What follows belongs to an exercise in optimizing a design on an open flow for small area, a short achievable clock period and few clock cycles per item; a production flow would make more cautious choices. In this exercise RTL edits were held to simulation tests only and were not proved equivalent to the original. No activity file was given, so power comes from the tool's default toggle rates.

[design/flow/design.v]
module rle_enc (
    input  wire         clk,
    input  wire         rst,
    input  wire         in_valid,
    output wire         in_ready,
    input  wire [7:0]   in_data,
    input  wire         in_last,
    input  wire [5:0]   unit_size,
    output wire         out_valid,
    input  wire         out_ready,
    output wire [9:0]   out_count,
    output wire [5:0]   out_len,
    output wire [255:0] out_unit,
    output wire         out_last
);
    localparam CHUNK = 1000;
    localparam [9:0] LF_0   = 10'd1;       
    localparam [9:0] LF_998 = 10'd1003;    
    reg  [7:0]   cur [0:31];
    reg  [3:0]   ph;             
    reg  [7:0]   pl;             
    reg          ns;             
    reg          full_r;         
    reg  [9:0]   chunk_pos;      
    reg          cl;             
    reg          m;              
    reg  [9:0]   cnt;            
    reg          rs;             
    reg  [7:0]   exp_r;          
    reg  [7:0]   in_r;
    reg  [4:0]   p_r;
    reg          v_r;
    reg          wr;             
    reg          fin_r;          
    reg          last_r;         
    reg          o_valid;
    reg          rdy;            
    reg  [5:0]   o_len;
    reg          o_last;
    assign in_ready  = rdy;
    assign out_valid = o_valid;
    assign out_count = cnt;
    assign out_len   = o_len;
    assign out_last  = o_last;
    genvar g;
    generate
        for (g = 0; g < 32; g = g + 1) begin : g_unit
            assign out_unit[8*g +: 8] = cur[g];
        end
    endgenerate
    wire       u1     = (unit_size == 6'd1);
    wire       accept = in_valid && !o_valid;
    wire       eq     = (in_data == exp_r);
    wire       full   = ns ? u1 : full_r;
    wire       ce     = cl || in_last;
    wire       s_end  = full || ce;
    wire       close  = m && (!eq || (ce && !full));
    wire       a_set  = accept && close;     
    wire       b_set  = wr && fin_r;         
    wire       o_set  = a_set || b_set;
    wire [9:0] base   = rs ? 10'd1 : cnt;
    wire       o_nxt  = o_set || (o_valid && !out_ready);
    wire       v_nxt  = accept || (v_r && !wr);
    wire       pos0   = ph[0] && pl[0];
    wire [4:0] pos    = {ph[2] | ph[3], ph[1] | ph[3],
                         pl[4] | pl[5] | pl[6] | pl[7],
                         pl[2] | pl[3] | pl[6] | pl[7],
                         pl[1] | pl[3] | pl[5] | pl[7]};
    reg  [7:0]  cur_a;
    integer k, j;
    always @(*) begin
        cur_a = 8'd0;
        for (k = 0; k < 31; k = k + 1)
            cur_a = cur_a | (cur[k + 1] & {8{ph[k / 8] & pl[k % 8]}});
    end
    wire [7:0] exp_a  = (pos0 && p_r == 5'd1) ? in_r : cur_a;
    wire [7:0] exp_0  = pos0 ? in_data :
                        (p_r == 5'd0) ? in_r : cur[0];
    always @(posedge clk) begin
        for (j = 0; j < 32; j = j + 1)
            if (wr && p_r == j)
                cur[j] <= in_r;
        if (!o_valid) begin
            in_r   <= in_data;
            p_r    <= pos;
            fin_r  <= ce;
            last_r <= in_last;
        end
        if (accept) begin
            exp_r  <= s_end ? exp_0 : exp_a;
            full_r <= s_end ? u1 : ({1'b0, pos} + 6'd2 == unit_size);
        end
        if (o_set)
            cnt <= base;
        else if (accept && s_end)
            cnt <= m ? base + 10'd1 : 10'd1;
        if (accept && s_end)
            rs <= o_set;
        else if (o_set)
            rs <= 1'b0;
        if (!o_valid) begin
            o_len   <= (v_r && fin_r) ? {1'b0, p_r} + 6'd1 : unit_size;
            o_last  <= v_r && fin_r && last_r;
        end
    end
    always @(posedge clk) begin
        if (rst) begin
            ph        <= 4'd1;
            pl        <= 8'd1;
            wr        <= 1'b0;
            ns        <= 1'b1;
            chunk_pos <= LF_0;
            cl        <= 1'b0;
            m         <= 1'b0;
            v_r       <= 1'b0;
            o_valid   <= 1'b0;
            rdy       <= 1'b1;
        end else begin
            o_valid <= o_nxt;
            rdy     <= !o_nxt;
            v_r     <= v_nxt;
            wr      <= v_nxt && !o_nxt;
            if (accept) begin
                if (s_end) begin
                    ph <= 4'd1;
                    pl <= 8'd1;
                end else begin
                    pl <= {pl[6:0], pl[7]};
                    if (pl[7])
                        ph <= {ph[2:0], ph[3]};
                end
                ns        <= in_last;
                chunk_pos <= ce ? LF_0 :
                             {chunk_pos[8:0], chunk_pos[9] ^ chunk_pos[6]};
                cl        <= !ce && (chunk_pos == LF_998);
                if (s_end)
                    m <= !ce;
                else if (close)
                    m <= 1'b0;
            end
        end
    end
endmodule
[design/flow/flow/run.sh]
#!/bin/bash
# Standard ORFS layout (the standard.sh), with two changes made through
# config.mk: the ports are buffered by sky130_fd_sc_hd__buf_1 instead of the
# default buffer that buffer_ports picks, and clock tree synthesis runs
# with the arguments in flow/cts_args.txt (larger sink clusters, no dummy
# loads). Each tool's output is in standard.log.
set -euo pipefail
echo 'export BUFFER_PORTS_ARGS = -buffer_cell sky130_fd_sc_hd__buf_1' >> config.mk
if [[ -s flow/cts_args.txt ]]; then
  echo "export CTS_ARGS = $(cat flow/cts_args.txt)" >> config.mk
fi
bash standard.sh > standard.log 2>&1
[design/flow/flow/cts_args.txt]
-sink_clustering_enable -repair_clock_nets -dont_use_dummy_load -sink_clustering_size 16 -sink_clustering_max_diameter 50 -buf_list "sky130_fd_sc_hd__clkbuf_8"
[design/flow/standard.sh]
#!/bin/bash
# synth_recipe.tcl (not shown) runs the flow's synth.tcl, then flattens the netlist and writes it again
# the make line also repeats each setting of config.mk as NAME=value (left out here)
make -C /OpenROAD-flow-scripts/flow DESIGN_CONFIG=/design/flow/config.mk WORK_HOME=/design/flow/orfs CLKGATE_MAP_FILE= SYNTH_SCRIPT=/design/flow/synth_recipe.tcl "${@:-finish}"
[design/flow/config.mk]
export PLATFORM = sky130hd
export DESIGN_NAME = rle_enc
export DESIGN_NICKNAME = rle_enc
export VERILOG_FILES = /design/flow/design.v
export SDC_FILE = /design/flow/constraint.sdc
export NUM_CORES = 4
export LEC_CHECK = 0
export CAP_MARGIN = 0
export CORE_MARGIN = 2
export CORE_UTILIZATION = 40
export SETUP_SLACK_MARGIN = 2.9
export SLEW_MARGIN = 0
export BUFFER_PORTS_ARGS = -buffer_cell sky130_fd_sc_hd__buf_1
export CTS_ARGS = -sink_clustering_enable -repair_clock_nets -dont_use_dummy_load -sink_clustering_size 16 -sink_clustering_max_diameter 50 -buf_list "sky130_fd_sc_hd__clkbuf_8"
[design/flow/constraint.sdc]
create_clock -name core_clock -period 5.0 [get_ports {clk}]
set_input_delay 1.0000 -clock core_clock [delete_from_list [all_inputs] [get_ports {clk}]]
set_output_delay 1.0000 -clock core_clock [all_outputs]
set_load 0.01 [all_outputs]
==> results.txt, run 1 <==
Hold path
The worst hold path belongs to the class reg2reg.

Power
The maximum vdd ir drop is roughly 0.00021 V. In this run the static leakage power is just under 7 nW. Per report_power, the combinational group accounts for about 8.5% of the total. The cell-internal power is approximately 3.8 mW.

The register share of total power is 61.6%. The relative contribution of the clock network to total power is ~30%. Net switching is 24.1% of the power. The power per unit of standard cell area is 275 nW/um2. The switching power of the nets is 1.21 mW.

Yosys
The largest family of logic cells by synthesized area is compound AO/OA/AOI/OAI gates. sky130_fd_sc_hd__edfxtp_1 takes more of the synthesized area than any other cell. Of the total synthesized cell area, the portion taken by full adders, half adders and majority gates is less than 1%.

The multiplexer fraction of the synthesized cell area is less than 1%. The share of synthesized registers carrying an async set or reset is 0%. The synthesized netlist devotes roughly 14% of its cell area to compound gates.

The number of enable-type register cells in the synthesized netlist is roughly 300. Yosys attributes the largest share of cell area to sky130_fd_sc_hd__edfxtp_1 (68%), sky130_fd_sc_hd__a22oi_1 (5.8%), sky130_fd_sc_hd__dfxtp_1 (4.4%), sky130_fd_sc_hd__nor2_1 (1.5%), sky130_fd_sc_hd__a21oi_1 (1.1%). The synthesized area per cell is about 15 um2. Among all flip-flop cells after synthesis, the most frequent one is sky130_fd_sc_hd__edfxtp_1. The synthesized design devotes to its leading area cell type 68.2% of total area. Counting distinct cell types in the post-synthesis netlist gives 65. The post-synth net total is between 900 and 1k. The share of synthesized area occupied by flip-flops and latches is between 70 and 80%. The xor and xnor fraction of the mapped netlist area is 1.07%. The synthesized netlist devotes 8.39% of its cell area to simple gates. The number of cells produced by synthesis is roughly 890.

The most instantiated library cell after synthesis is sky130_fd_sc_hd__edfxtp_1. The count of yosys warnings during synthesis is 2. The netlist area before placement is 13,100 um2. In this run, synthesis produced a sequential element count of between 300 and 400. Counting instances in the post-synthesis netlist gives the leading cell types as sky130_fd_sc_hd__edfxtp_1 (298), sky130_fd_sc_hd__a22oi_1 (102), sky130_fd_sc_hd__nor2_1 (54).

Clock network
The buffer levels on the longest clock path is 3. The CTS clock-pin slew for the worst setup and hold paths is roughly 0.080 ns. The number of CTS-inserted buffers is 34. The clock latency reported for the late side of the worst-skew pair is between 0.5 and 0.6 ns. The TritonCTS clock tree is yes. CTS built an H-tree with a depth of 2. The clock sink count is between 300 and 400. The root cell of the clock tree is sky130_fd_sc_hd__clkbuf_8.

Routing
For this block, the initial DRC count from the detailed router was around 1.3k. The DRC violation count after routing is 0. Dividing the detail-routed wire length by the instance count gives ~29 um. The detailed-route vias per instance is around 5.9.

Summed over all layers, the routed wires come to between 50,000 and 60,000 um. For this run, the detailed router's first-pass iteration total came to 6. The final route contains ~11k vias.

In this run the remaining antenna-violating nets after routing total 0.

Global route
The first global-routing pass estimated 71,900 um of wire. The via count of the first global-routing pass was just over 10k. The largest net degree at the start of global routing is 35.

Global routing used just under 30% of the available tracks across all layers. The total overflow reported by the global router is 0. The number of antenna violations at the first check in global routing is 0.

Placed design
The routability congestion estimate from global placement is a little over 0.9. The worst slack after detailed placement is approximately 1.7 ns. After detailed placement, the total cell area comes to approximately 15,000 um2. Detailed placement finished with a half-perimeter wire length of between 30,000 and 40,000 um. Port buffering added 293 buffers.

Once placement completed, the tool counted placed cells totaling between 1.5k and 2k.

Worst setup path
The biggest cell delay along the critical path is 0.40 ns. The worst setup path is launched from an input port. The critical path is of the in2reg type. Of all nets on the critical path, the largest fanout is 4. Counting both buffers and inverters, the worst setup path holds a total of 2.

For the worst setup path, the data arrival time is about 2.6 ns. The critical path goes through buf_8 -> nor4b_4 -> a211oi_2 -> o41ai_4 -> buf_6 -> nand4_1 -> mux2_4. The worst setup path is captured at a flip-flop.

On the critical path, the stage with the largest delay is an instance of sky130_fd_sc_hd__o41ai_4. The required time of the critical path is between 5 and 6 ns. The cell family with the largest share of critical-path delay is compound AO/OA/AOI/OAI gates.

Run status
The flow ran to the end and the layout has no timing, DRC or antenna violations.

Final layout
In the final layout, the share of cells above drive strength 1 is 44.4%. The count of inserted antenna diode cells is 0. The final instance area is 18,300 um2. For this run, the post-layout net count is 1,445. The synthesis-to-layout area growth is 39.7%.

The number of non-filler instances in the completed layout is ~1.9k. The final design utilization is 56.5%.

Timing
The max-slew headroom at the worst pin is approximately a fifth. The final-report setup violation count is 0. After layout, the worst setup slack is 2.73 ns.

After layout, the worst path uses 45.4% of the clock period. Between clock sinks in the finished design, the worst skew comes to between 0.08 and 0.09 ns. The final number of hold-violating endpoints is 0. For this run, the top clock speed supported by timing is 440 MHz. The total negative slack is 0 ns. The minimum clock period after layout is 2.27 ns. Setup repair after global routing could not meet its margin everywhere.

The number of pins with negative max-slew slack in the final report came to 0. The slew at the pin closest to its max-slew limit is between 1 and 1.5 ns.

Floorplanning
The die extent in y is about 190 um. Measured along the x axis, the die boundary spans ~190 um. The number of I/O pins is 294. The floorplan has 66 rows. The starting density of the core is 40.4%.

The area of the core is 32,500 um2. The die covers between 30,000 and 40,000 um2.

Flow run
The max-capacitance violation count is 0.
[logic make-up after synthesis]
group / after synthesis
AO/OA/AOI/OAI: 247
XOR/XNOR: 16
adder cells (fa/ha/maj): 8
buffers and inverters: 76
flip-flops: 327
multiplexers: 12
AND/OR/NAND/NOR: 208
[flip-flops by register name (all words and copies together), names as in the netlist, 4 cells and up]
name,cells
ph,4
p_r,5
cur,256
chunk_pos,10
cnt,10
exp_r,8
o_len,6
in_r,8
pl,8
[cell usage in the layout, fill, tap and decap left out, types with 5 or more instances in the layout]
master and instances:
sky130_fd_sc_hd__and2_1 7, sky130_fd_sc_hd__a21oi_1 26, sky130_fd_sc_hd__xnor2_1 10, sky130_fd_sc_hd__mux2i_1 9, sky130_fd_sc_hd__nor3_1 6, sky130_fd_sc_hd__dfxtp_1 20, sky130_fd_sc_hd__a22o_1 14, sky130_fd_sc_hd__clkbuf_2 133
sky130_fd_sc_hd__clkbuf_8 34, sky130_fd_sc_hd__nor2_4 11, sky130_fd_sc_hd__nand2b_1 12, sky130_fd_sc_hd__a222oi_1 10, sky130_fd_sc_hd__and2_2 10, sky130_fd_sc_hd__edfxtp_1 298, sky130_fd_sc_hd__o22ai_1 18, sky130_fd_sc_hd__dfxtp_4 8
sky130_fd_sc_hd__buf_4 221, sky130_fd_sc_hd__ha_1 5, sky130_fd_sc_hd__and3_1 6, sky130_fd_sc_hd__buf_2 44, sky130_fd_sc_hd__a22oi_2 9, sky130_fd_sc_hd__buf_1 60, sky130_fd_sc_hd__nor2_1 39, sky130_fd_sc_hd__inv_1 16
sky130_fd_sc_hd__nor2b_1 5, sky130_fd_sc_hd__xor2_1 5, sky130_fd_sc_hd__buf_12 9, sky130_fd_sc_hd__nand3_1 22, sky130_fd_sc_hd__buf_6 67, sky130_fd_sc_hd__nand2_1 35, sky130_fd_sc_hd__a31oi_1 6, sky130_fd_sc_hd__o21ai_0 21
sky130_fd_sc_hd__nand4_1 8, sky130_fd_sc_hd__a22oi_1 93
[worst reg2reg max path: stages, from the launching register on]
cell	delay (ns)
sky130_fd_sc_hd__dfxtp_4	0.39
sky130_fd_sc_hd__buf_12	0.16
sky130_fd_sc_hd__a222oi_1	0.42
sky130_fd_sc_hd__nor2_1	0.11
sky130_fd_sc_hd__or4_4	0.44
sky130_fd_sc_hd__nor3_4	0.32
sky130_fd_sc_hd__o22ai_1	0.12
[worst paths after layout]
kind	from	end	slack, ns	cells after the start
worst min register to register	cl	cl	0.46	2
worst max register to register	ph[1]	exp_r[6]	2.79	6
worst max-delay path	unit_size[3]	cnt[3]	2.73	7
worst min-delay path	cl	cl	0.46	2
[what timing repair did]
item	in CTS	in global routing
hold buffers	0	0
gates resized for setup	229	288
pin swaps	29	28
gates cloned	4	2
buffers inserted	135	78
endpoints found under the setup margin	346	425
[routing by layer]
layer | track usage [%] | vias to the layer above | share of wire [%]
met5 | 0 | - | 0
met4 | 12.2 | 0 | 4.8
met3 | 10.0 | 154 | 13
met2 | 46.0 | 766 | 45
met1 | 38.6 | 5526 | 37
li1 | - | 4574 | -
[layout make-up]
| type | count | area, um2 |
|---|---|---|
| timing repair buffer | 539 | 3820 |
| multi-input combinational | 493 | 3820 |
| inverter | 23 | 101 |
| tap | 442 | 553 |
| fill | 2666 | 14100 |
| clock buffer | 34 | 468 |
| sequential | 327 | 9560 |
[power groups by stage]
stage | Sequential, mW | Clock, mW | Combinational, mW
global placement | 3.17 | 0 | 0.324
finish | 3.10 | 1.51 | 0.426
CTS | 3.10 | 1.50 | 0.381
floorplan | 3.17 | 0 | 0.178
detailed placement | 3.17 | 0 | 0.327
global route | 3.11 | 1.60 | 0.454
[stage by stage]
stage                     power [mW]  hold slack [ns]
after floorplan                 3.35            0.432
after global placement          3.49            0.443
after detailed placement        3.50            0.444
after CTS                       4.98            0.467
after global routing            5.16            0.486
final                           5.03            0.465
Testbench counts, summed over its fixed seeds: cycles 186,589, bytes 184,078.
==> inputs of run 2 (changes only) <==
--- a/design/flow/config.mk
+++ b/design/flow/config.mk
@@ -9,4 +9,4 @@
 export CORE_MARGIN = 2
-export CORE_UTILIZATION = 40
-export SETUP_SLACK_MARGIN = 2.9
+export CORE_UTILIZATION = 55
+export SETUP_SLACK_MARGIN = 2.8
 export SLEW_MARGIN = 0
==> run 2 against run 1 <==
  * Still clean
  * Fmax decreased by 0.73%
  * Count of clock-buffer cells in the layout is 3 lower
  * Clock power fell by 7%
  * Non-clock buffer count down 108
  * Cell count is 13% lower
  * Worst hold slack better by 0.014 ns
  * Sequential power is essentially flat
  * Worst setup slack got worse by 0.017 ns
  * Critical endpoint is now out_unit[28]
  * Largest cell class unchanged
  * Largest power group unchanged
==> results.txt, run 2 <==
Yosys
Of the synthesized area, sequential elements account for between 70 and 80%. The share of synthesized area in the top cell type comes to between 60% and 70%. The most used flip-flop cell after synthesis is sky130_fd_sc_hd__edfxtp_1. After synthesis the netlist holds a flip-flop and latch count of around 330.

For this run, the number of Yosys warnings is 2. Of all cell types, the one taking the most synthesized area is sky130_fd_sc_hd__edfxtp_1. Averaged over all synthesized cells, the footprint is ~15 um2.

In the synthesized netlist, the cells that appear most often are sky130_fd_sc_hd__edfxtp_1 (298), sky130_fd_sc_hd__a22oi_1 (102), sky130_fd_sc_hd__nor2_1 (54). The netlist area before placement is 13,100 um2. In the post-synthesis netlist, the biggest area contributors are sky130_fd_sc_hd__edfxtp_1 (68%), sky130_fd_sc_hd__a22oi_1 (5.8%), sky130_fd_sc_hd__dfxtp_1 (4.4%), sky130_fd_sc_hd__nor2_1 (1.5%), sky130_fd_sc_hd__a21oi_1 (1.1%). In this run, distinct cell masters in the synthesized netlist total 65. The number of enable-type register cells in the synthesized netlist is just under 300. The post-synth net total is 921.

Of all flip-flops after synthesis, the portion carrying an async set or reset was 0%. In the synthesized netlist, the number of instances is between 800 and 900. The most instantiated library cell after synthesis is sky130_fd_sc_hd__edfxtp_1.

Worst setup path
The critical path startpoint category is a flip-flop. Of all nets on the critical path, the largest fanout is 2. The buffer and inverter count on the worst path is 1.

Walking the worst path, the cells encountered are clkbuf_2. Among cell families on the critical path, the largest total delay comes from flip-flops. The required time of the critical path is 4.00 ns. The nature of the critical path endpoint is a primary output. The slowest stage of the critical path belongs to the cell sky130_fd_sc_hd__edfxtp_1.

The biggest cell delay along the critical path is approximately 0.49 ns. Data on the critical path arrives at its endpoint at approximately 1.3 ns. The kind of critical path is reg2out.

Routing
The number of vias in the routed layout is around 10k. After detailed routing, the number of remaining DRC violations is 0. The number of nets still failing antenna checks after routing is 0. The initial DRC count is approximately 1.4k.

After detailed routing, the average wire length per cell comes to 28.9 um. For this block, the routed nets add up to between 40,000 and 50,000 um of wire. The detailed-route vias per instance is 6.41. The pre-antenna-repair detailed-routing pass consisted of 6 iterations.

Power
Registers are responsible for about 63% of the overall power. Net switching is 23.5% of the power. The combinational fraction of design power is under 10%. In this run the power density over the cells is slightly below 300 nW/um2. The maximum vdd ir drop is around 0.00021 V. For this design the total switching power over the nets is ~1.2 mW. Internal power comes to 3.74 mW.

For this design the static power due to leakage is ~5.9 nW. The relative contribution of the clock network to total power is 28.6%.

Final layout
The register with the most flip-flops in the layout has 256 of them. From synthesis to final layout, the design area changed by 26.6%. 0 antenna diodes ended up in the layout. Cells with a size suffix above 1 make up between 20% and 30% of the layout. The top cell types in the final layout, fill and taps aside, are sky130_fd_sc_hd__edfxtp_1 (298), sky130_fd_sc_hd__buf_1 (164), sky130_fd_sc_hd__buf_4 (127). The final net count is roughly 1.3k.

The largest registers in the layout are cur: 256 flops, chunk_pos: 10 flops, cnt: 10 flops. The commonest non-fill, non-tap cell in the layout is sky130_fd_sc_hd__edfxtp_1. Counting flops per register, the top entry is cur.

The number of non-filler instances in the completed layout is ~1.6k.

Timing
Timing would allow up to around 440 MHz. The smallest clock period supported by the final layout is computed as about 2.3 ns. Across all hold checks on the routed design, the worst slack comes to about 0.48 ns. The final-report setup violation count is 0. The number of pins with negative max-slew slack in the final report is 0.

The final number of hold-violating endpoints came to 0. On the final layout, the worst clock skew is about 0.071 ns. For the pin with the worst max-slew slack, the measured transition is about 1.2 ns. The max-slew headroom at the worst pin is a little under a fifth. The final critical-path share of the clock period is approximately 46%. Setup repair after global routing could not meet its margin everywhere. In the final timing run, aggregate negative setup slack is 0 ns.

Floorplanning
From bottom edge to top edge, the die measures between 150 and 200 um. The die span in x is about 160 um. In this run the core area contains 56 standard-cell rows. The die covers between 20,000 and 30,000 um2. The starting density of the core is a little under three fifths. During I/O placement, the number of pins put on the boundary was 294. The core region is about 23,000 um2.

Clock network
The root cell of the clock tree is sky130_fd_sc_hd__clkbuf_8. The clock reaches the later pin of the worst-skew pair after approximately 0.64 ns. The TritonCTS clock tree is yes.

The clock passes through at most 3 buffers. The CTS clock-pin slew for the worst setup and hold paths is ~0.1 ns. In this run the number of H-tree levels came out at 1.

In this run, post-CTS hold repair placed 0 buffers. Buffers inserted during clock tree synthesis total 31. The clock sink count is between 300 and 400.

Placed design
The placed cell count is roughly 1.5k. During placement, the flow inserted port buffers numbering 293. The HPWL after detailed placement is between 30,000 and 40,000 um. Routability-driven placement finished with a final weighted congestion of roughly 0.92.

Hold path
The tightest min-delay check is of the reg2reg type.

Global route
The first global-routing pass estimated between 60,000 and 70,000 um of wire. The number of antenna violations at the first check in global routing is 0. The via count of the first global-routing pass is approximately 9.5k.

For this run the aggregate overflow at the end of global routing stands at 0. The largest net degree at the start of global routing is 35. The all-layer global routing usage is ~36%.

Run status
The flow ran to the end and the layout has no timing, DRC or antenna violations.

Flow run
The max-capacitance violation count is 0.
-- run 2: cell count changes in the layout (fill, tap and decap cells not counted), moves of 6 or more --
cell,change
sky130_fd_sc_hd__a22oi_1,+6
sky130_fd_sc_hd__a22oi_2,-6
sky130_fd_sc_hd__buf_1,+104
sky130_fd_sc_hd__buf_12,-8
sky130_fd_sc_hd__buf_2,-38
sky130_fd_sc_hd__buf_4,-94
sky130_fd_sc_hd__buf_6,-32
sky130_fd_sc_hd__clkbuf_2,-37
sky130_fd_sc_hd__nor2_2,+13
sky130_fd_sc_hd__nor2_4,-11
-- run 2: what timing repair did --
action                                  CTS  global route
endpoints found under the setup margin  221           276
gates resized for setup                  94           172
gates cloned                              1             1
buffers inserted                         46            66
pin swaps                                 8            20
-- run 2: cell families (layout without fill, tap and decap cells) --
kind of cell    after synthesis  in the layout  synth area share (%)
buf+inv                      76            485                  2.62
compound gates              247            247                  13.6
mux                          12             12                 0.944
fa+ha+maj                     8              8                 0.763
flops                       327            327                  72.7
simple gates                208            209                  8.39
xor+xnor                     16             16                  1.07
-- run 2: worst paths after layout --
check / startpoint / endpoint / slack, ns / cells after the start
worst max-delay path: cur[3][4] / out_unit[28] / 2.71 / 1
worst min-delay path: cl / cl / 0.48 / 2
worst max register to register: pl[5] / full_r / 2.72 / 8
worst min register to register: cl / cl / 0.48 / 2
-- run 2: metal layers --
layer | global-route usage (%) | share of wire, % | vias to the layer above
li1 | - | - | 4340
met1 | 47.3 | 36 | 5127
met2 | 57.8 | 48 | 809
met3 | 9.15 | 12 | 133
met4 | 14.3 | 4.3 | 0
met5 | 0 | 0 | -
-- run 2: power groups by stage --
stage                     clock [mW]  combinational, mW  sequential, mW
after global placement             0              0.326            3.16
final                           1.40              0.399            3.10
after detailed placement           0              0.332            3.16
after floorplan                    0              0.178            3.17
after CTS                       1.40              0.362            3.09
after global routing            1.49              0.425            3.10
-- run 2: area by class of cell --
type	instances	area, um2
clock buffer	31	427
sequential	327	9540
multi-input combinational	492	3600
tap	319	399
inverter	23	106
fill	1744	6870
timing repair buffer	431	2520
-- run 2: worst min-delay path: stages (launching register included) --
cell	delay (ns)
sky130_fd_sc_hd__dfxtp_1	0.33
sky130_fd_sc_hd__nand2_1	0.06
sky130_fd_sc_hd__a21oi_1	0.05
-- run 2: metrics by stage --
| stage | total power [mW] | util (%) | instance area, um2 | setup WS, ns |
|---|---|---|---|---|
| after floorplan | 3.35 | - | 13200 | 2.55 |
| after global placement | 3.48 | 62.2 | 14600 | 1.78 |
| after CTS | 4.86 | 66.8 | 15700 | 2.70 |
| final | 4.90 | 70.7 | 16600 | 2.71 |
| after detailed placement | 3.49 | 62.2 | 14600 | 1.74 |
| after global routing | 5.01 | 70.7 | 16600 | 2.58 |
==> inputs of run 3 (changes only) <==
--- a/design/flow/config.mk
+++ b/design/flow/config.mk
@@ -9,4 +9,4 @@
 export CORE_MARGIN = 2
-export CORE_UTILIZATION = 55
-export SETUP_SLACK_MARGIN = 2.8
+export CORE_UTILIZATION = 50
+export SETUP_SLACK_MARGIN = 2.7
 export SLEW_MARGIN = 0
==> run 3 against run 2 <==
  * Cell count fell by 4.8%
  * Combinational power fell by 6.5%
  * Register-to-register slack barely moved
  * Non-clock buffer count fell by 97
  * Worst setup slack got worse by 0.060 ns
  * Sequential cell count did not move
  * Global-route usage fell by 3.3 points
  * Sequential power barely moved
  * Count of clock-buffer cells in the layout rose by 4
  * Wire length fell by 1.0%
==> results.txt, run 3 <==
Run status
The flow ran to the end and the layout has no timing, DRC or antenna violations.

Worst setup path
For the worst setup path, the data arrival time is roughly 2.6 ns. The biggest cell delay along the critical path is roughly 0.38 ns. The signal on the critical path passes through buf_1 -> nor4b_4 -> a211oi_2 -> o41ai_4 -> buf_6 -> nand4_1 -> mux2_4.

The required time of the critical path is about 5.3 ns. Broken down by cell family, the worst path's largest delay share belongs to compound AO/OA/AOI/OAI gates. The number of buffers and inverters on the critical path is 2. The critical path startpoint category is an input port. The nature of the critical path endpoint is a flip-flop. The kind of critical path is in2reg. The cell with the largest stage delay on the worst path is sky130_fd_sc_hd__o41ai_4. The worst-path maximum fanout is 5.

Final layout
The number of non-filler instances in the completed layout is ~1.5k. The final layout contains between 1k and 1.5k nets. Fill cells in the final layout number 2,136. The library cells used most frequently in the layout, excluding fill and tap cells, are sky130_fd_sc_hd__edfxtp_1 (298), sky130_fd_sc_hd__buf_1 (290), sky130_fd_sc_hd__a22oi_1 (101). In the final layout, the registers with the most flip-flops are cur: 256 flops, chunk_pos: 10 flops, cnt: 10 flops. In the final layout, the share of cells above drive strength 1 is 12.0%. The register with the most flip-flops in the final layout is cur. The count of inserted antenna diode cells is 0. The number of flip-flops in the largest register is roughly 260.

The area growth from synthesis to layout is 18.3%. The multi-input gate area in the final layout is around 3500 um2. The library cell used most frequently in the layout, excluding fill and tap cells, is sky130_fd_sc_hd__edfxtp_1. The sequential standard cell area is 9540 um2.

Placed design
The number of input and output port buffers inserted is roughly 300. After detailed placement, the design holds a cell count of ~1.5k. Detailed placement finished with a half-perimeter wire length of ~31,000 um.

At the end of routability-driven placement, the weighted congestion stood at 0.875.

Yosys
Among all flip-flop cells after synthesis, the most frequent one is sky130_fd_sc_hd__edfxtp_1. After Yosys synthesis, full adders, half adders and majority gates account for less than 1% of the synthesized area. Counting flops and latches in the post-synthesis netlist gives between 300 and 400. Sequential elements use between 70% and 80% of the synthesized area. In this run, synthesis inferred 298 flip-flops with an integrated enable.

The area share of the leading cell type in the synthesized netlist is approximately 70%. The number of cells produced by synthesis is between 800 and 900. The count of yosys warnings during synthesis is 2. Summing the areas of all compound-gate instances in the mapped netlist gives between 10% and 20% of the synthesized area. The synthesized area per cell is between 10 and 15 um2. The cell area that synthesis handed to floorplanning was 13,100 um2. The largest area contributor in the netlist is sky130_fd_sc_hd__edfxtp_1. The multiplexer fraction of the synthesized cell area is less than 1%. The xor and xnor fraction of the mapped netlist area is between 1 and 1.5%. Yosys mapped the design onto 65 distinct sky130hd cell types. The share of synthesized registers carrying an async set or reset is 0%. Counting instances in the post-synthesis netlist gives the leading cell types as sky130_fd_sc_hd__edfxtp_1 (298), sky130_fd_sc_hd__a22oi_1 (102), sky130_fd_sc_hd__nor2_1 (54). When the netlist entered floorplanning its net count stood at a little over 900. After synthesis, the largest family of logic cells by area is compound AO/OA/AOI/OAI gates. The most instantiated library cell after synthesis is sky130_fd_sc_hd__edfxtp_1. After Yosys synthesis, and, or, nand and nor cells account for approximately 8.4% of the synthesized area. After synthesis, the cell types taking the most area are sky130_fd_sc_hd__edfxtp_1 (68%), sky130_fd_sc_hd__a22oi_1 (5.8%), sky130_fd_sc_hd__dfxtp_1 (4.4%), sky130_fd_sc_hd__nor2_1 (1.5%), sky130_fd_sc_hd__a21oi_1 (1.1%).

Floorplanning
The number of rows created at floorplan is 59. From bottom edge to top edge, the die measures between 150 and 200 um. The die is between 150 and 200 um wide. The die covers between 20,000 and 30,000 um2.

For this configuration, the core starts out at a cell density of roughly half. The number of I/O pins is 294. After floorplanning, the core was sized to cover about 26,000 um2.

Clock network
The clock sink count is 327. The TritonCTS clock tree is yes. The CTS clock-pin slew for the worst setup and hold paths is about 0.06 ns.

Hold repair after CTS inserted 0 buffers. Buffers inserted during clock tree synthesis total 35. The CTS H-tree depth is 2. The clock passes through at most 3 buffers. The clock latency reported for the late side of the worst-skew pair is between 0.5 and 0.6 ns.

The root cell of the clock tree is sky130_fd_sc_hd__clkbuf_8.

Timing
The maximum achievable frequency is around 430 MHz. The max-slew headroom at the worst pin is about a fifth. The slew at the pin closest to its max-slew limit is approximately 1.2 ns. The number of pins with negative max-slew slack in the final report came to 0. The total negative slack is 0 ns. The final-report setup violation count is 0.

The final number of hold-violating endpoints is 0. The final critical-path share of the clock period is between 40% and 50%. Setup repair after global routing could not meet its margin everywhere. The minimum clock period after layout is roughly 2.3 ns. The worst clock skew is ~0.066 ns.

Power
The cell-internal power is between 3 and 4 mW. Net switching is a little under a quarter of the power. The relative contribution of the clock network to total power is a little under a third. The maximum vdd ir drop is 0.000190 V. The static leakage is around 4.9 nW. The total power draw is between 4 and 5 mW.

Per report_power, the combinational group accounts for 7.5% of the total. The power per unit of standard cell area is between 300 and 400 nW/um2. In this run the power spent charging and discharging nets is between 1 and 1.5 mW. The share of total power dissipated in sequential elements is approximately 62%.

Routing
The overall routed net length is approximately 46,000 um. The DRC violation count after routing is 0. The first routing iteration left about 1.1k violations. After detailed routing, the average wire length per cell comes to approximately 30 um.

The detailed router placed 9,824 vias in this run. The length of the first detailed-routing pass in iterations is 6. The count of nets left with antenna violations once routing finished came out at 0.

In the routed layout, each cell is associated on average with a via count of about 6.4.

Global route
The number of antenna violations at the first check in global routing is 0. The total overflow reported by the global router is 0. The first global-routing pass estimated roughly 65,000 um of wire.

The all-layer global routing usage is 32.6%. The via count of the first global-routing pass was 9,432. Entering global routing, the biggest net connects 36 pins.

Hold path
The class of the tightest hold or removal check is reg2reg.

Flow run
The tool flagged a number of max-cap violations equal to 0.
run 3: power groups by stage:
stage | sequential, mW | clock [mW] | combinational [mW]
floorplan | 3.17 | 0 | 0.178
global route | 3.10 | 1.60 | 0.397
finish | 3.10 | 1.49 | 0.373
detailed placement | 3.16 | 0 | 0.332
global placement | 3.16 | 0 | 0.329
CTS | 3.10 | 1.50 | 0.348
run 3: cell families (layout without fill, tap and decap cells):
kind of cell               count (synthesis)  in the layout
xor gates and xnor gates                  16             16
and+or+nand+nor                          208            208
adders and majority gates                  8              8
buffers and inverters                     76            392
AOI/OAI and AO/OA                        247            247
muxes                                     12             12
DFF                                      327            327
run 3: final timing paths:
path / from / endpoint / slack, ns / depth (start not counted)
worst max register to register: p_r[0] / exp_r[3] / 2.71 / 6
worst min register to register: cl / cl / 0.47 / 2
worst min-delay path: cl / cl / 0.47 / 2
worst max-delay path: unit_size[0] / cnt[3] / 2.65 / 7
run 3: layout make-up:
| cell class | count | share of cell area (%) |
|---|---|---|
| Sequential cell | 327 | 61.5 |
| Multi-Input combinational cell | 491 | 22.6 |
| Timing Repair Buffer | 334 | 9.32 |
| Clock buffer | 35 | 3.10 |
| Tap cell | 335 | 2.70 |
| Inverter | 23 | 0.718 |
run 3: per-stage QoR:
step | utilization [%] | worst slack [ns] | instance area (um2) | hold slack [ns]
after floorplan | - | 2.55 | 13200 | 0.432
after global placement | 56.5 | 1.77 | 14700 | 0.442
after detailed placement | 56.5 | 1.73 | 14700 | 0.449
after CTS | 59.1 | 2.62 | 15300 | 0.458
after global routing | 59.9 | 2.56 | 15500 | 0.508
final | 59.9 | 2.65 | 15500 | 0.468
run 3: repair_timing:
item / CTS / global route
buffers inserted: 5 / 6
gates cloned: 2 / 0
setup endpoints to repair: 40 / 64
gates resized for setup: 29 / 46
pin swaps: 2 / 10
endpoints found under the hold margin: 0 / 0
run 3: tightest hold or removal path: cells and delay by family (launching register included):
| family | cells | cell delay, ns |
|---|---|---|
| flip-flops | 1 | 0.32 |
| AND/OR/NAND/NOR | 1 | 0.06 |
| AO/OA/AOI/OAI | 1 | 0.05 |
run 3: metal layers:
layer / up-vias / wire [um] / GRT usage, %
met5: - / 0 / 0
met4: 0 / 2040 / 14.0
met3: 119 / 4920 / 7.82
met2: 666 / 21500 / 51.3
met1: 4894 / 17900 / 43.8
li1: 4145 / - / -
==> inputs of run 4 (changes only) <==
--- a/design/flow/config.mk
+++ b/design/flow/config.mk
@@ -10,3 +10,3 @@
 export CORE_UTILIZATION = 50
-export SETUP_SLACK_MARGIN = 2.7
+export SETUP_SLACK_MARGIN = 2.85
 export SLEW_MARGIN = 0
==> run 4 against run 3 <==
  * Critical endpoint is now cnt[7]
  * Critical path type unchanged
  * Combinational power rose by 11%
  * Critical path depth is 1 higher
  * Non-clock buffer count grew 54
  * Sequential power about the same
  * Wire length grew 2.2%
  * Synthesized cell count did not move
  * Clock power is essentially flat
  * Still clean on timing, DRC and antenna
  * Highest routed layer unchanged
  * Global-route usage grew 0.45 points
  * Sequential share of layout area is 3.0 points lower
  * First-iteration DRC count rose by 11%
  * Area after synthesis is the same
==> results.txt, run 4 <==
Final layout
Once layout is done, the placed cells without fillers occupy roughly 16,000 um2. Summing all multi-input logic gate instances after layout gives ~3700 um2. In the layout the commonest cells are sky130_fd_sc_hd__edfxtp_1 (298), sky130_fd_sc_hd__buf_1 (243), sky130_fd_sc_hd__a22oi_1 (95). The final layout contains about 1.3k nets.

The register ranked first by flip-flop count is cur. In the final layout, flip-flops and latches occupy around 9500 um2. The synthesis-to-layout area growth is 24.4%. The number of flip-flops in the largest register is approximately 260. Of the cells placed in the final design, the portion with a size suffix greater than 1 is roughly 22%.

Counting the fill cells in the layout gives 2,075. The commonest non-fill, non-tap cell in the layout is sky130_fd_sc_hd__edfxtp_1. In the final layout, the registers with the most flip-flops are cur: 256 flops, chunk_pos: 10 flops, cnt: 10 flops.

Timing
The final number of hold-violating endpoints came to 0. The maximum achievable frequency is roughly 440 MHz. Setup repair after global routing could not meet its margin everywhere.

The minimum clock period after layout is roughly 2.3 ns. Hold is met by around 0.49 ns. The slew at the pin closest to its max-slew limit is approximately 1.3 ns. Setup slack on the critical path of the routed design comes to roughly 2.7 ns. Measured against its own limit, the worst slew margin works out to ~15%.

The worst path uses 45.7% of the clock period. Between clock sinks in the finished design, the worst skew comes to 0.0382 ns. Summed over all failing endpoints, the final setup total negative slack is 0 ns. The final-report setup violation count is 0. The number of pins with negative max-slew slack in the final report is 0.

Power
For this design the ratio of total power to cell area is around 310 nW/um2. The switching power of the nets is 1.18 mW. The maximum vdd ir drop is ~0.00020 V. In this run the static leakage power is about 5.4 nW. Combinational cells account for roughly 8.3% of the total power.

The relative contribution of the clock network to total power is between 20% and 30%. Sequential cells account for around 62% of the total power. Of the total power, the share spent switching nets is a little under a quarter. The internal power of the cells totals between 3 and 4 mW.

Worst setup path
The required time of the critical path is about 5.3 ns. Broken down by cell family, the worst path's largest delay share belongs to compound AO/OA/AOI/OAI gates. The nature of the critical path endpoint is a flip-flop.

The biggest cell delay along the critical path is around 0.38 ns. The critical path goes through buf_8 -> nor4b_4 -> a211oi_2 -> o41ai_4 -> buf_4 -> buf_8 -> a31o_4 -> a21oi_2. The buffer and inverter count on the worst path is 3. Across all register-to-register paths, the minimum setup slack is around 2.8 ns. The critical path is of the in2reg type. The critical path startpoint category is an input port. The slowest stage of the critical path is the sky130_fd_sc_hd__o41ai_4 cell. Of all nets on the critical path, the largest fanout is 6. At the worst endpoint, the arrival time is 2.53 ns. Counting stages on the worst path, the most repeated cell is sky130_fd_sc_hd__buf_8.

Yosys
The Yosys step of the flow raised 2 warnings. The area share of the leading cell type in the synthesized netlist is roughly two thirds. In the post-synthesis netlist, the cell with the most instances is sky130_fd_sc_hd__edfxtp_1.

The post-synthesis sequential element count is roughly 330. Counting flops with a built-in enable in the synthesized netlist gives slightly below 300. The number of cells produced by synthesis is between 800 and 900. By area the synthesized netlist is led by sky130_fd_sc_hd__edfxtp_1 (68%), sky130_fd_sc_hd__a22oi_1 (5.8%), sky130_fd_sc_hd__dfxtp_1 (4.4%), sky130_fd_sc_hd__nor2_1 (1.5%), sky130_fd_sc_hd__a21oi_1 (1.1%).

The synthesized netlist contains 65 unique library cells. The post-synth net total is about 900. The synthesized area per cell is roughly 15 um2. The largest area contributor in the netlist is sky130_fd_sc_hd__edfxtp_1. After synthesis, the most frequently instantiated cells are sky130_fd_sc_hd__edfxtp_1 (298), sky130_fd_sc_hd__a22oi_1 (102), sky130_fd_sc_hd__nor2_1 (54). The share of synthesized area occupied by flip-flops and latches is just over 70%. The share of synthesized registers carrying an async set or reset is 0%. For this run, the leading register cell type out of synthesis is sky130_fd_sc_hd__edfxtp_1.

The synthesized netlist occupies a cell area of ~13,000 um2.

Routing
Dividing the detail-routed wire length by the instance count gives between 20 and 30 um. The detailed-route vias per instance is 6.35. The initial DRC count is between 1k and 1.5k. The length of the first detailed-routing pass in iterations is 5.

The DRC violation count after routing is 0. Summed over all layers, the routed wires come to about 47,000 um. The detailed router placed around 10k vias in this run. The number of nets still failing antenna checks after routing is 0.

Global route
The via count of the first global-routing pass came to a little under 10k. The layer with the highest usage after global routing is met2. For met2 alone, demand over resource in global routing was between 50% and 60%. The routing usage on met3 is under 10%.

The first global-routing pass estimated between 60,000 and 70,000 um of wire. For this run, global-route usage on met1 was measured as between 40 and 50%. The number of antenna violations at the first check in global routing was 0. The total overflow reported by the global router is 0. Global routing used roughly 33% of the available tracks across all layers. Entering global routing, the biggest net connects 36 pins.

Floorplanning
The die span in x is around 170 um. The die is 166 um tall. The floorplan has 59 rows. The area enclosed by the die boundary is approximately 28,000 um2. The area of the core is between 20,000 and 30,000 um2. The initial utilization of the core area, before any placement, comes to 50.6%. ~290 I/O pins were placed.

Clock network
The CTS H-tree depth is 2. The clock latency reported for the late side of the worst-skew pair is about 0.55 ns. The CTS clock-pin slew for the worst setup and hold paths is ~0.07 ns. The clock sink count is about 330. The buffer levels on the longest clock path is 3. The root buffer cell chosen for the clock tree is sky130_fd_sc_hd__clkbuf_8. The hold buffer count at CTS is 0. In this run, CTS created clock tree buffers numbering 34. TritonCTS built the clock tree.

Run status
The run finished with no timing, DRC or antenna violations.

Placed design
In this run the tool buffered the top-level ports with 293 buffer cells. Prior to clock tree synthesis, the placed netlist has a worst setup slack of about 1.7 ns. Routability-driven placement finished with a final weighted congestion of 0.890.

The HPWL after detailed placement is ~31,000 um. Summing all placed instances gives a cell area of roughly 15,000 um2.

Hold path
The tightest min-delay check is of the reg2reg type.

Flow run
The max-capacitance violation count is 0.
## run 4: cell counts after synthesis
Identical to the previous run, type by type.
## run 4: final cells by class
type	count	area share, %
antenna	1	0.0153
clock buffer	34	2.87
inverter	23	0.682
multi-input combinational	492	22.7
sequential	327	58.5
tap	335	2.57
timing repair buffer	388	12.7
## run 4: through the flow
stage	total power [mW]	cells	util, %
floorplan	3.35	894	-
global placement	3.49	1497	56.5
detailed placement	3.49	1497	56.5
CTS	4.95	1559	60.3
global route	5.12	1599	63.0
finish	4.99	1600	63.0
## run 4: power by group through the flow
| stage | Sequential (mW) | Combinational, mW | Clock, mW |
|---|---|---|---|
| 4_1_cts | 3.10 | 0.368 | 1.49 |
| 5_1_grt | 3.10 | 0.438 | 1.58 |
| 3_5_place_dp | 3.16 | 0.330 | 0 |
| 6_report | 3.10 | 0.414 | 1.48 |
| 2_1_floorplan | 3.17 | 0.178 | 0 |
| 3_3_place_gp | 3.16 | 0.328 | 0 |
## run 4: worst reg2reg max path, delay by kind of cell, from the launching register on
family | cells | cell delay [ns]
AO/OA/AOI/OAI | 3 | 0.37
buffers and inverters | 6 | 0.95
flip-flops | 1 | 0.32
AND/OR/NAND/NOR | 1 | 0.20
## run 4: worst paths after layout
kind | to | cells after the start | start
min | chunk_pos[1] | 2 | chunk_pos[1]
max reg2reg | cnt[7] | 10 | o_valid
max | cnt[7] | 8 | unit_size[1]
min reg2reg | chunk_pos[1] | 2 | chunk_pos[1]
## run 4: kinds of logic after synthesis
family	share of synthesized area, %
compound gates	13.6
xor+xnor	1.07
fa+ha+maj	0.763
simple gates	8.39
mux	0.944
buf+inv	2.62
flops	72.7
## run 4: repair_timing
action	CTS	global route
gates resized for setup	78	122
endpoints found under the setup margin	164	226
pin swaps	14	20
cloned	2	2
setup buffers	26	38
## run 4: metal layers
| layer | share of wire [%] | wire [um] |
|---|---|---|
| met5 | 0 | 0 |
| met3 | 11 | 5110 |
| met2 | 46 | 22000 |
| met4 | 5.0 | 2380 |
| met1 | 38 | 17900 |
==> inputs of run 5 (changes only) <==
--- a/design/flow/config.mk
+++ b/design/flow/config.mk
@@ -10,3 +10,3 @@
 export CORE_UTILIZATION = 50
-export SETUP_SLACK_MARGIN = 2.85
+export SETUP_SLACK_MARGIN = 2.8
 export SLEW_MARGIN = 0
==> run 5 against run 4 <==
  * Design area decreased by 3.8%
  * Critical endpoint is now out_unit[18]
  * Count of clock-buffer cells in the layout unchanged
  * Clock power about the same
  * Largest power group unchanged
  * Sequential cell count unchanged
  * Still clean on timing, DRC and antenna
  * Register-to-register slack got worse by 0.02 ns
==> results.txt, run 5 <==
Placed design
The number of input and output port buffers inserted is between 200 and 300. The routability congestion estimate from global placement is 0.890. Detailed placement finished with a half-perimeter wire length of around 31,000 um.

Worst setup path
In this run the worst path has a maximum fanout of 2. The depth of the most critical reg-to-reg path is 5. The minimum setup slack among reg-to-reg paths is between 2 and 3 ns. STA puts the critical path data required time at 4.00 ns. The slowest stage of the critical path is the sky130_fd_sc_hd__edfxtp_1 cell. The startpoint identified for the worst register-to-register timing path is ph[0].

The critical path startpoint category is a flip-flop. The cell family with the largest share of critical-path delay is flip-flops. The nature of the critical path endpoint is a primary output. The signal on the critical path passes through buf_1.

The endpoint identified for the worst register-to-register timing path is exp_r[1]. Data arrives at the worst endpoint at roughly 1.2 ns. The biggest cell delay along the critical path is ~0.49 ns.

The buffer and inverter count on the worst path is 1. The kind of critical path is reg2out.

Global route
Global routing used between 30% and 40% of the available tracks. The number of antenna violations at the first check in global routing was 0. The first global-routing pass estimated between 60,000 and 70,000 um of wire. The via count of the first global-routing pass was approximately 9.5k.

For this run the aggregate overflow at the end of global routing stands at 0. Entering global routing, the biggest net connects 36 pins.

Clock network
The clock net in this run drives a total of approximately 330 sinks. The longest clock path from root to sink contains 3 buffers. The later pin in the worst-skew pair is clocked with a latency of 0.55 ns. TritonCTS built the clock tree. The clock tree synthesis step divided the H-tree into 2 levels.

The CTS clock-pin slew for the worst setup and hold paths is around 0.10 ns. Counting the buffers created by CTS gives 34. The cell sitting at the root of the clock tree is a sky130_fd_sc_hd__clkbuf_8.

Floorplanning
The initialized floorplan defines 59 standard-cell rows. The floorplan step set the die height to 166 um. The die is around 170 um wide. The starting density of the core is between 50% and 60%. The region available for standard cell placement spans roughly 26,000 um2.

The area enclosed by the die boundary is about 28,000 um2. The number of I/O pins is 294.

Routing
Before antenna repair, the detailed router went through 6 iterations. The DRC violation count after routing is 0. The detailed-route vias per instance is 6.40. The initial DRC count is approximately 1.3k. In the final routed layout, each cell accounts on average for around 30 um. The overall routed net length is ~47,000 um. The number of vias in the routed layout is 9,940.

Once detail routing completed, the nets flagged for antenna violations numbered 0.

Hold path
The hold-critical path depth is 2. The class of the tightest hold or removal check is reg2reg. The hold-critical path endpoint is chunk_pos[1]. The source of the worst hold timing path is chunk_pos[1].

Power
The static leakage is between 5 and 6 nW. In this run the power density over the cells is between 300 and 400 nW/um2. IR analysis of the VDD net gives a maximum drop of 0.000207 V.

Yosys
The average instance in the mapped netlist occupies 14.7 um2. The number of enable-type register cells in the synthesized netlist is around 300. After technology mapping, the gate count stands at just under 900. The most used flip-flop cell after synthesis is sky130_fd_sc_hd__edfxtp_1. The area share of the leading cell type in the synthesized netlist is a little under 70%.

Counting every net in the synthesized netlist gives around 920. The share of synthesized registers carrying an async set or reset is 0%. The netlist area before placement is 13,100 um2. The number of different library cells in the post-synthesis netlist is between 60 and 70. The Yosys step of the flow raised 2 warnings. The most instantiated library cell after synthesis is sky130_fd_sc_hd__edfxtp_1.

Ranked by instance count, the synthesized netlist is headed by sky130_fd_sc_hd__edfxtp_1 (298), sky130_fd_sc_hd__a22oi_1 (102), sky130_fd_sc_hd__nor2_1 (54). In this run, synthesis produced a sequential element count of 327. The largest area contributor in the netlist is sky130_fd_sc_hd__edfxtp_1. In the post-synthesis netlist, the biggest area contributors are sky130_fd_sc_hd__edfxtp_1 (68%), sky130_fd_sc_hd__a22oi_1 (5.8%), sky130_fd_sc_hd__dfxtp_1 (4.4%), sky130_fd_sc_hd__nor2_1 (1.5%), sky130_fd_sc_hd__a21oi_1 (1.1%).

The share of synthesized area occupied by flip-flops and latches is 72.7%.

Final layout
In the layout the commonest cells are sky130_fd_sc_hd__edfxtp_1 (298), sky130_fd_sc_hd__buf_1 (281), sky130_fd_sc_hd__a22oi_1 (96). The count of inserted antenna diode cells is 0. The number of flip-flops in the largest register is ~260.

The register ranked first by flip-flop count is cur. Compared with the post-synthesis result, the final layout area differs by 19.7%. The total of fill cells in the finished design is ~2.1k. Cells with a size suffix above 1 make up 15.0% of the layout. After the last flow step, the layout net total stands at 1,246.

The library cell used most frequently in the layout, excluding fill and tap cells, is sky130_fd_sc_hd__edfxtp_1. The largest registers in the layout are cur: 256 flops, chunk_pos: 10 flops, cnt: 10 flops.

Timing
In the final timing run, aggregate negative setup slack is 0 ns. The slew at the pin closest to its max-slew limit is roughly 1.3 ns. Setup repair after global routing could not meet its margin everywhere.

The max-slew headroom at the worst pin is between 10% and 20%. The final number of hold-violating endpoints is 0. The final critical-path share of the clock period is roughly 44%. The worst clock skew is about 0.04 ns. Timing would allow up to approximately 450 MHz. The final-report setup violation count is 0. The number of pins with negative max-slew slack in the final report is 0.

Across all hold checks on the routed design, the worst slack comes to between 0.4 and 0.5 ns. The smallest clock period supported by the final layout is computed as 2.22 ns.

Flow run
The max-capacitance violation count is 0.

Run status
The run finished with no timing, DRC or antenna violations.
[run 5: final cells by class]
| type | instances | area, um2 | area share, % |
|---|---|---|---|
| clock buffer | 34 | 468 | 2.98 |
| inverter | 23 | 111 | 0.709 |
| multi-input combinational | 492 | 3630 | 23.1 |
| sequential | 327 | 9540 | 60.8 |
| tap | 335 | 419 | 2.67 |
| timing repair buffer | 341 | 1530 | 9.76 |
[run 5: cell families (layout without fill, tap and decap cells)]
logic type / after synthesis / in the layout / synth area share (%)
simple gates: 208 / 209 / 8.39
xor+xnor: 16 / 16 / 1.07
buf+inv: 76 / 398 / 2.62
mux: 12 / 12 / 0.944
fa+ha+maj: 8 / 8 / 0.763
flops: 327 / 327 / 72.7
compound gates: 247 / 247 / 13.6
[run 5: worst max-delay path by stage]
stage / start / endpoint / slack [ns] / cells after the start
after floorplan: unit_size[1] / cnt[0] / 2.55 / 5
after global placement: in_valid / cnt[3] / 1.77 / 8
after detailed placement: in_valid / cnt[3] / 1.69 / 8
after CTS: p_r[2] / cur[17][5] / 2.70 / 3
after global routing: unit_size[3] / cnt[3] / 2.76 / 7
final: cur[2][2] / out_unit[18] / 2.78 / 1
[run 5: layer usage]
layer	routed length, um	GRT usage [%]	up-vias	part of all wire (%)
met4	1990	13.3	0	4.2
met1	18000	43.8	4994	38
met3	5100	8.56	107	11
li1	-	-	4171	-
met5	0	0	-	0
met2	21800	52.0	668	47
[run 5: power by group]
group	switching, mW	total [mW]	internal [mW]
combinational	0.249	0.381	0.132
clock	0.874	1.48	0.610
sequential	0.0477	3.10	3.05
total	1.17	4.96	3.79
[run 5: through the flow]
stage          setup WS [ns]  area, um2  total power [mW]  util [%]  cells
3_5_place_dp            1.69      14700              3.49      56.5   1497
6_report                2.78      15700              4.96      60.6   1552
2_1_floorplan           2.55      13200              3.35         -    894
4_1_cts                 2.70      15400              4.94      59.4   1540
3_3_place_gp            1.77      14700              3.49      56.5   1497
5_1_grt                 2.76      15700              5.09      60.6   1552
[run 5: timing repair]
action / CTS / global route
gates resized for setup: 48 / 65
cloned: 2 / 1
pin swaps: 9 / 12
buffers inserted: 7 / 11
endpoints found under the setup margin: 104 / 132
hold buffers: 0 / 0
==> inputs of run 6 (changes only) <==
==> design/flow/flow/cts_args.txt (replaced) <==
-sink_clustering_enable -repair_clock_nets -dont_use_dummy_load -sink_clustering_size 16 -sink_clustering_max_diameter 50 -buf_list "sky130_fd_sc_hd__clkbuf_8" -root_buf sky130_fd_sc_hd__clkbuf_16
--- a/design/flow/config.mk
+++ b/design/flow/config.mk
@@ -13,2 +13,2 @@
 export BUFFER_PORTS_ARGS = -buffer_cell sky130_fd_sc_hd__buf_1
-export CTS_ARGS = -sink_clustering_enable -repair_clock_nets -dont_use_dummy_load -sink_clustering_size 16 -sink_clustering_max_diameter 50 -buf_list "sky130_fd_sc_hd__clkbuf_8"
+export CTS_ARGS = -sink_clustering_enable -repair_clock_nets -dont_use_dummy_load -sink_clustering_size 16 -sink_clustering_max_diameter 50 -buf_list "sky130_fd_sc_hd__clkbuf_8" -root_buf sky130_fd_sc_hd__clkbuf_16
==> run 6 against run 5 <==
  * Still clean
  * Sequential share of layout area decreased by 0.54 points
  * Critical path depth increased by 6
  * Clock skew increased by 0.0017 ns
  * First-iteration DRC count decreased by 0.80%
  * Register-to-register slack about the same
  * Worst setup slack got worse by 0.038 ns
  * Cell count increased by 0.32%
  * Synthesized cell count unchanged
  * Fmax decreased by 1.7%
  * Critical endpoint is now cnt[3]
  * Highest routed layer unchanged
==> results.txt, run 6 <==
Run status
The run finished with no timing, DRC or antenna violations.

Yosys
The number of enable-type register cells in the synthesized netlist is 298. A synthesized cell averages roughly 15 um2. In the synthesized netlist the dominant register cell turns out to be sky130_fd_sc_hd__edfxtp_1. By area the synthesized netlist is led by sky130_fd_sc_hd__edfxtp_1 (68%), sky130_fd_sc_hd__a22oi_1 (5.8%), sky130_fd_sc_hd__dfxtp_1 (4.4%), sky130_fd_sc_hd__nor2_1 (1.5%), sky130_fd_sc_hd__a21oi_1 (1.1%). The commonest cells after synthesis are sky130_fd_sc_hd__edfxtp_1 (298), sky130_fd_sc_hd__a22oi_1 (102), sky130_fd_sc_hd__nor2_1 (54). The top cell type by area accounts for between 60% and 70% of the synthesized area. After synthesis, flip-flops and latches occupy between 70 and 80% of the total area. By instance count, the leading cell after synthesis is sky130_fd_sc_hd__edfxtp_1.

The cell count after synthesis came out at 894. The number of different library cells in the post-synthesis netlist is 65. The post-synthesis sequential element count is roughly 330. The biggest area contributor in the post-synthesis netlist is sky130_fd_sc_hd__edfxtp_1. For this run, the number of Yosys warnings is 2. In this run the cell area of the synthesized design comes to between 10,000 and 15,000 um2. For this run, asynchronously set or reset flops after synthesis account for 0%. The number of nets in the synthesized netlist is roughly 920.

Power
VDD sags by at most between 0.0002 and 0.00025 V. The total power draw is about 5.1 mW. Summed over all cells, the static leakage comes to between 5 and 6 nW. The power per unit of standard cell area is 320 nW/um2.

Placed design
At the placement stage, the worst setup path has a slack of 1.69 ns. The post-DP HPWL is ~31,000 um. The routability congestion estimate from global placement is 0.890. The count of buffers added on input and output ports is roughly 290. The number of placed instances, taps included, is around 1.5k.

The instance area after placement is roughly 15,000 um2.

Final layout
Leaving out fill and tap cells, the most frequent cells in the layout are sky130_fd_sc_hd__edfxtp_1 (298), sky130_fd_sc_hd__buf_1 (282), sky130_fd_sc_hd__a22oi_1 (95). The final net count is 1,251. Once layout is complete, the utilization of the core stands at 61.2%. Across the whole layout, storage elements account for 9550 um2. The number of flip-flops in the largest register is between 200 and 300. Summing all multi-input logic gate instances after layout gives around 3600 um2.

The commonest non-fill, non-tap cell in the layout is sky130_fd_sc_hd__edfxtp_1. Cells with a size suffix above 1 make up about 15% of the layout. The final instance area is between 15,000 and 20,000 um2. After the flow finishes, the layout carries non-filler instances totaling 1,557. The filler cells instantiated in the layout total between 2k and 2.5k. Ranked by flip-flop count, first place goes to cur. In the final layout, the registers with the most flip-flops are cur: 256 flops, chunk_pos: 10 flops, cnt: 10 flops. Relative to the synthesized area, the layout overhead comes to 20.9%. The number of antenna diodes in the final layout is 0.

Global route
The all-layer global routing usage is around 33%. Entering global routing, the biggest net connects 36 pins. The number of antenna violations at the first check in global routing came to 0.

The total overflow reported by the global router is 0. The wire length of the first global-routing pass is around 66,000 um. The via count of the first global-routing pass is 9,562.

Timing
Dividing the final minimum period by the clock period gives 45.1%. Setup repair after global routing could not meet its margin everywhere. Once routing completed, OpenROAD measured the worst setup slack at about 2.7 ns. The final number of hold-violating endpoints is 0.

The maximum achievable frequency is roughly 440 MHz. The total negative slack is 0 ns. The number of pins with negative max-slew slack in the final report is 0. The max-slew headroom at the worst pin is between 10% and 20%.

The minimum clock period after layout is roughly 2.3 ns. Setup violations remaining at the end of the flow were counted as 0. The slew at the pin closest to its max-slew limit is about 1.3 ns. The minimum hold slack is slightly below 0.5 ns. The clock arrives with between 0.04 and 0.05 ns of skew.

Clock network
The clock tree synthesis step divided the H-tree into 2 levels. The clock sink count is between 300 and 400. The later pin in the worst-skew pair is clocked with a latency of between 0.5 and 0.6 ns. The CTS clock-pin slew for the worst setup and hold paths is ~0.080 ns. The buffer levels on the longest clock path is 3. The number of CTS-inserted buffers is 34. Clock tree synthesis selected as its root buffer the cell sky130_fd_sc_hd__clkbuf_16. TritonCTS built the clock tree.

Worst setup path
The worst setup path is launched from an input port. The minimum setup slack among reg-to-reg paths is 2.80 ns. The arrival time of the worst setup path is 2.50 ns. On the critical path, the stage with the largest delay is an instance of sky130_fd_sc_hd__nor4b_4. The worst setup path is of the in2reg kind. Walking the worst path, the cells encountered are buf_8 -> nor4b_4 -> a211oi_2 -> o41ai_4 -> buf_6 -> nand4_1 -> mux2_2. On the critical path the largest part of the delay comes from simple AND/OR/NAND/NOR gates. The worst-path maximum fanout is 5. The worst setup path is captured at a flip-flop. The buffer and inverter count on the worst path is 2.

On the worst path, the slowest cell contributes a delay of around 0.37 ns. The required time of the critical path is between 5 and 6 ns.

Floorplanning
The floorplan step defined a core boundary enclosing between 20,000 and 30,000 um2. Measured along the x axis, the die boundary spans about 170 um. The floorplan has ~60 rows.

For this design the top-level I/O count stands at between 200 and 300. Measured along the y axis, the die boundary spans around 170 um. The floorplan step defined a die boundary enclosing about 28,000 um2. The initial utilization of the core area, before any placement, comes to 50.6%.

Routing
The initial DRC count is between 1k and 1.5k. The average wire per cell in the routed design is 30.2 um. The DRC violation count after routing is 0. The length of the first detailed-routing pass in iterations is 6.

After detailed routing, the total wire length is 47,100 um. The number of vias in the routed layout is between 10k and 15k. The number of nets still failing antenna checks after routing is 0. Using the TritonRoute via totals, the vias-per-cell ratio works out to ~6.5.

Flow run
Max-cap violations in this run came to 0.

Hold path
The worst hold path belongs to the class reg2reg.
==> run 6: final timing paths <==
path | endpoint | startpoint | depth (start not counted)
hold reg to reg | chunk_pos[1] | chunk_pos[1] | 2
setup reg to reg | cur[23][5] | p_r[3] | 3
hold / removal | chunk_pos[1] | chunk_pos[1] | 2
setup / recovery | cnt[3] | unit_size[3] | 7
==> run 6: cell type report <==
cell class,count,area share (%)
clock buffer,34,3.31
inverter,23,0.703
multi-input combinational,491,22.9
sequential,327,60.2
tap,335,2.64
timing repair buffer,346,10.2
timing repair inverter,1,0.0316
==> run 6: worst reg2reg max path, cell delays in order (launching register included) <==
cell                       delay, ns
sky130_fd_sc_hd__edfxtp_1       0.58
sky130_fd_sc_hd__nand2b_1       0.34
sky130_fd_sc_hd__nor2_1         0.23
sky130_fd_sc_hd__and2_1         0.67
==> run 6: per-layer routing <==
layer  vias to the layer above  GRT usage [%]  wire length (um)
met4                         0           14.1              2300
li1                       4190              -                 -
met2                       701           51.6             21700
met5                         -              0                 0
met3                       125           8.32              5390
met1                      5044           44.0             17700
==> run 6: logic make-up (layout without fill, tap and decap cells) <==
| kind of cell | Yosys count | after routing | share of synthesized area [%] |
|---|---|---|---|
| DFF | 327 | 327 | 72.7 |
| AOI/OAI and AO/OA | 247 | 247 | 13.6 |
| and+or+nand+nor | 208 | 208 | 8.39 |
| buffers and inverters | 76 | 404 | 2.62 |
| xor gates and xnor gates | 16 | 16 | 1.07 |
| muxes | 12 | 12 | 0.944 |
| adders and majority gates | 8 | 8 | 0.763 |
==> run 6: what timing repair did <==
item,CTS,global route
hold buffers,0,0
gates cloned,2,2
buffers inserted,8,14
gates resized for setup,59,56
hold endpoints to repair,0,0
pin swaps,10,24
endpoints found under the setup margin,106,113
==> run 6: power by group <==
part	internal [mW]	total (mW)	switching [mW]
clock	0.701	1.58	0.884
combinational	0.143	0.393	0.250
sequential	3.05	3.10	0.0476
total	3.89	5.08	1.18
==> inputs of run 7 (changes only) <==
==> design/flow/flow/cts_args.txt (replaced) <==
-sink_clustering_enable -repair_clock_nets -dont_use_dummy_load -sink_clustering_size 24 -sink_clustering_max_diameter 60 -buf_list "sky130_fd_sc_hd__clkbuf_16"
--- a/design/flow/config.mk
+++ b/design/flow/config.mk
@@ -13,2 +13,2 @@
 export BUFFER_PORTS_ARGS = -buffer_cell sky130_fd_sc_hd__buf_1
-export CTS_ARGS = -sink_clustering_enable -repair_clock_nets -dont_use_dummy_load -sink_clustering_size 16 -sink_clustering_max_diameter 50 -buf_list "sky130_fd_sc_hd__clkbuf_8" -root_buf sky130_fd_sc_hd__clkbuf_16
+export CTS_ARGS = -sink_clustering_enable -repair_clock_nets -dont_use_dummy_load -sink_clustering_size 24 -sink_clustering_max_diameter 60 -buf_list "sky130_fd_sc_hd__clkbuf_16"
==> run 7 against run 6 <==
  * Fmax shrank 0.60%
  * Sequential cell count did not move
  * Area after synthesis stayed put
  * Non-clock buffer count increased by 1
  * Die area unchanged
  * Clock skew increased by 0.0097 ns
  * Worst hold slack worse by 0.00058 ns
  * Clock power increased by 17%
  * Worst setup slack lost 0.014 ns
  * Critical path depth shrank 2
  * Count of clock-buffer cells in the layout down 7
  * Cell count shrank 0.45%
  * Critical path type is now reg2reg
==> results.txt, run 7 <==
Clock network
TritonCTS built the clock tree. Clock tree synthesis inserted a total of 27 buffers. The CTS H-tree depth is 1.

Clock-pin slew was measured on the worst setup and hold paths at approximately 0.07 ns. The clock net in this run drives a total of around 330 sinks. In this run the deepest clock path goes through 3 buffers.

Yosys
The share of synthesized registers carrying an async set or reset is 0%. The post-synthesis sequential element count is about 330. The number of cells produced by synthesis is between 800 and 900. Counting instances in the post-synthesis netlist gives the leading cell types as sky130_fd_sc_hd__edfxtp_1 (298), sky130_fd_sc_hd__a22oi_1 (102), sky130_fd_sc_hd__nor2_1 (54).

The synthesized design devotes to its leading area cell type a little under 70% of total area. The post-synth net total is 921. The share of synthesized area occupied by flip-flops and latches is 72.7%. The count of yosys warnings during synthesis is 2. The synthesized design contains 298 enable-type register cells. The most used flip-flop cell after synthesis is sky130_fd_sc_hd__edfxtp_1. The largest area contributor in the netlist is sky130_fd_sc_hd__edfxtp_1.

Floorplanning
The die is 166 um tall. For this configuration, the core starts out at a cell density of a little over 50%. Measured along the x axis, the die boundary spans roughly 170 um.

In this run the core area contains slightly below 60 standard-cell rows.

Final layout
From synthesis to final layout, the design area changed by 22.1%. More flip-flops sit in one register than any other, and that register is cur. The register with the most flip-flops in the layout has 256 of them. The count of inserted antenna diode cells is 0. The proportion of layout cells with a drive suffix above 1 is 14.7%. The total of fill cells in the finished design is between 2k and 2.5k. In the layout the commonest cells are sky130_fd_sc_hd__edfxtp_1 (298), sky130_fd_sc_hd__buf_1 (280), sky130_fd_sc_hd__a22oi_1 (96).

Timing
The maximum achievable frequency is 441 MHz. Setup violations remaining at the end of the flow were counted as 0. The number of pins with negative max-slew slack in the final report was 0. The slew at the pin closest to its max-slew limit is 1.27 ns. The total negative slack is 0 ns.

Setup repair after global routing could not meet its margin everywhere. The worst clock skew is 0.0509 ns. The final critical path takes up 45.4% of the cycle.

Placed design
Input and output buffers added on the ports amount to slightly below 300.

Power
The relative contribution of the clock network to total power is 34.7%. The switching fraction of total power is between 20% and 30%. The switching power of the nets is roughly 1.2 mW.

The static leakage is a little over 5 nW.

Global route
The first global-routing pass estimated about 66,000 um of wire. The number of antenna violations at the first check in global routing came to 1.

Hold path
The class of the tightest hold or removal check is reg2reg.

Flow run
The max-capacitance violation count is 0.

Worst setup path
The worst-path maximum fanout is 35. The critical path startpoint category is a flip-flop. The nature of the critical path endpoint is a flip-flop.

Run status
The run finished with no timing, DRC or antenna violations.
==> run 7: metal layers <==
| metal | wire (um) | global-route usage [%] |
|---|---|---|
| met4 | 2280 | 13.8 |
| met1 | 17800 | 43.8 |
| met5 | 11 | 0 |
| met2 | 21700 | 51.7 |
| met3 | 5300 | 8.17 |
==> run 7: path summary, 6_finish.rpt <==
kind                 from           end  slack [ns]  depth (start not counted)
max reg2reg         ph[0]      exp_r[1]        2.73                          5
max                 ph[0]      exp_r[1]        2.73                          5
min reg2reg  chunk_pos[1]  chunk_pos[1]        0.48                          2
min          chunk_pos[1]  chunk_pos[1]        0.48                          2
==> run 7: area by class of cell <==
type | instances | area [um2] | area share [%]
flip-flops and latches | 327 | 9550 | 59.6
multi-input cells | 491 | 3600 | 22.5
repair buffers | 347 | 1660 | 10.4
clock buffers | 27 | 676 | 4.22
well taps | 335 | 419 | 2.62
inverters | 23 | 109 | 0.680
==> run 7: repair_timing <==
item,in CTS,in global routing
cloned,2,1
setup endpoints to repair,106,103
pin swaps,6,18
hold buffers,0,0
buffers inserted,11,12
resized for setup,56,62
==> run 7: power by group through the flow <==
stage                     Sequential, mW  Combinational [mW]  Clock (mW)
final                               3.10               0.387        1.85
after global routing                3.11               0.412        1.96
after global placement              3.16               0.328           0
after detailed placement            3.16               0.330           0
after CTS                           3.10               0.367        1.85
after floorplan                     3.17               0.178           0
==> run 7: cell families after synthesis <==
kind of cell / Yosys count / share of synthesized area [%]
flops: 327 / 72.7
buf+inv: 76 / 2.62
compound gates: 247 / 13.6
mux: 12 / 0.944
xor+xnor: 16 / 1.07
simple gates: 208 / 8.39
fa+ha+maj: 8 / 0.763
==> run 7: worst max-delay path, stage by stage, from the launching register on <==
cell and delay [ns]:
sky130_fd_sc_hd__dfxtp_1 0.31, sky130_fd_sc_hd__buf_6 0.21, sky130_fd_sc_hd__a222oi_1 0.70, sky130_fd_sc_hd__o221ai_1 0.35
sky130_fd_sc_hd__nor4_2 0.28, sky130_fd_sc_hd__o22ai_1 0.14
==> run 7: metrics by stage <==
stage | instance area, um2 | hold WS, ns | cells | power [mW] | util (%)
floorplan | 13200 | 0.432 | 894 | 3.35 | -
global placement | 14700 | 0.443 | 1497 | 3.49 | 56.5
detailed placement | 14700 | 0.451 | 1497 | 3.49 | 56.5
CTS | 15700 | 0.458 | 1537 | 5.32 | 60.6
global route | 16000 | 0.506 | 1550 | 5.47 | 61.8
finish | 16000 | 0.484 | 1550 | 5.34 | 61.8

Re-timed with assumed drivers on the ports (clkbuf_16 on the clock, buf_2 on other inputs), run 7 has 2.732 ns of setup slack against 2.732 ns with ideal ports, and 2.265 ns once port delays also move by the mid clock arrival of 0.590 ns.
